Context: an optimization exercise on an open-source flow, tuned for small area, a short achievable clock period and few clock cycles per item. The choices shown serve that exercise and are no tape-out recipe. Function was checked by simulation only, so behaviour that the tests miss may differ from the original. No activity file was given, so power comes from the tool's default toggle rates. The flow treats the clock pin as an ideal source, which a real chip does not have.

the previous run:
Design rh_framer, start of the top module:
module rh_framer (
    input  wire       clk,
    input  wire       rst,
    input  wire       cmd_valid,
    input  wire [7:0] cmd_data,
    input  wire       cmd_last,
    output wire       cmd_ready,
    output wire       rsp_valid,
    output wire [7:0] rsp_data,
    output wire       rsp_last,
    input  wire       rsp_ready
);
For scale: roughly 3,600 flip-flops, roughly 24 I/O pins, roughly 98,000 sq um of cells after synthesis.
Settings: LEC_CHECK=0, CAP_MARGIN=20, CORE_MARGIN=2, CORE_UTILIZATION=62, CTS_CLUSTER_DIAMETER=80, CTS_CLUSTER_SIZE=30, PLACE_DENSITY=0.72, SLEW_MARGIN=20; clock period 10.0 ns.
standard.sh (not shown) runs the stock make flow with config.mk's settings and CLKGATE_MAP_FILE= SYNTH_SCRIPT=/design/flow/synth_recipe.tcl, a recipe that flattens the netlist after the stock synthesis.
==> flow/flow/run.sh <==
#!/bin/bash
set -euo pipefail
export SETUP_SLACK_MARGIN=6.8
export CTS_ARGS="-sink_clustering_enable -repair_clock_nets -sink_clustering_size 30 -sink_clustering_max_diameter 80 -dont_use_dummy_load"
bash standard.sh synth > synth.log 2>&1
bash standard.sh finish > layout.log 2>&1
The previous run reached the final stage; the timing, design-rule and antenna checks on its layout passed.
Testbench counts of the previous run, summed over its fixed seeds: cycles 45,308, items 12,000.
Setup changes, the previous run to the current run
Settings: changing CORE_UTILIZATION from 62 to 50; changing PLACE_DENSITY from 0.72 to 0.6.
Findings:
Comparing the previous run and the current run, the lower sequential share of layout area is on the current run. Comparing the current run against the previous run, there is no change at all in xor and xnor area share after synthesis. | total number of placement rows | lower: the previous run |. Looking only at total power of the final layout, and setting everything else aside, the higher value of the previous run and the current run goes to the current run.

========
rh_framer, a different RTL version from the one above (not shown whole).
Size: ~6600 cells after synthesis, ~3600 flip-flops, roughly 110000 sq um of cells after synthesis.
Settings: LEC_CHECK=0, CAP_MARGIN=20, CORE_MARGIN=2, CORE_UTILIZATION=50, PLACE_DENSITY=0.6, SETUP_SLACK_MARGIN=5, SLEW_MARGIN=20; clock period 10.0 ns.
run.sh (not shown) runs the stock make flow with config.mk's settings and CLKGATE_MAP_FILE= SYNTH_SCRIPT=/design/flow/synth_recipe.tcl, a recipe that flattens the netlist after the stock synthesis.
Stock flow here: none of the scripts above is used.
The first run passed the timing, design-rule and antenna checks.
Testbench counts at the start, summed over its fixed seeds: cycles 44,795, items 12,000.
Edit:
==> flow/flow/run.sh (new file) <==
#!/bin/bash
# Layout flow: the standard flow (standard synthesis, floorplan, placement,
# CTS, routing, finish) unchanged, except that timing repair aims at a setup
# slack of 6.5 ns, i.e. it keeps optimising paths longer than 3.5 ns although
# the 10 ns clock constraint is already met. Constraints are the standard flow's.
set -euo pipefail
export SETUP_SLACK_MARGIN=6.5
bash standard.sh synth > synth.log 2>&1
bash standard.sh finish > layout.log 2>&1
==> flow/standard.sh (new file) <==
#!/bin/bash
# synth_recipe.tcl (not shown) runs the flow's synth.tcl, then flattens the netlist and writes it again
# the make line also repeats each setting of config.mk as NAME=value (left out here)
make -C /OpenROAD-flow-scripts/flow DESIGN_CONFIG=/design/flow/config.mk WORK_HOME=/design/flow/orfs CLKGATE_MAP_FILE= SYNTH_SCRIPT=/design/flow/synth_recipe.tcl "${@:-finish}"
CTS_CLUSTER_DIAMETER = 60   (was default)
CTS_CLUSTER_SIZE = 25   (was default)
SETUP_SLACK_MARGIN = default   (was 5)
removed: flow/run.sh
Effect:
- sequential share of layout area rises by 2.6 points
- clock power falls by a quarter to a third
- cell count falls by a few percent
Edit:
==> flow/run.sh (new file) <==
#!/bin/bash
# synth_recipe.tcl (not shown) runs the flow's synth.tcl, then flattens the netlist and writes it again
# the make line also repeats each setting of config.mk as NAME=value (left out here)
make -C /OpenROAD-flow-scripts/flow DESIGN_CONFIG=/design/flow/config.mk WORK_HOME=/design/flow/orfs CLKGATE_MAP_FILE= SYNTH_SCRIPT=/design/flow/synth_recipe.tcl finish
SETUP_SLACK_MARGIN = 5   (was default)
removed: flow/flow/run.sh
removed: flow/standard.sh
The new run went through all stages and came out clean.
Routed wire length came out lower by 1.6%.
Synthesized area is unchanged.
Global-route usage came out lower by 0.40 points.
Final area came out lower by about 0.6%.
Count of clock-buffer cells in the layout came out higher by 4.

## port drivers added, routing unchanged
No port has a modelled driver above. Below, the same layouts with a new extraction and two added sets of constraints. Step 1: set_driving_cell puts a clkbuf_16 on clk and a buf_2 on each other input, an assumption about the parent block. Step 2 also shifts input and output timing later by t, the mid clock arrival at the registers, as if the neighbouring blocks saw the same clock. Three values: no drivers, after step 1, after step 2; two values: the first two.
| run | t (ns) | setup WS [ns] | worst setup path after step 2 | cell pins on the clock port's net |
|---|---|---|---|---|
| the previous run | 0.845 | 6.732 / 6.654 / 6.211 | input to register | 1 |
| the current run | 0.881 | 6.690 / 6.603 / 6.154 | input to register | 1 |
| the first run of note 2 | 1.030 | 5.188 / 5.188 / 5.188 | register to register | 1 |
| the second run of note 2 | 0.933 | 6.489 / 6.437 / 6.243 | input to register | 1 |
| the third run of note 2 | 0.955 | 5.253 / 5.253 / 5.253 | register to register | 1 |
After both steps every run listed still meets setup and hold. For the current run, which loses most, drivers alone change the setup slack by -0.087 ns; drivers and shift together by -0.536 ns.
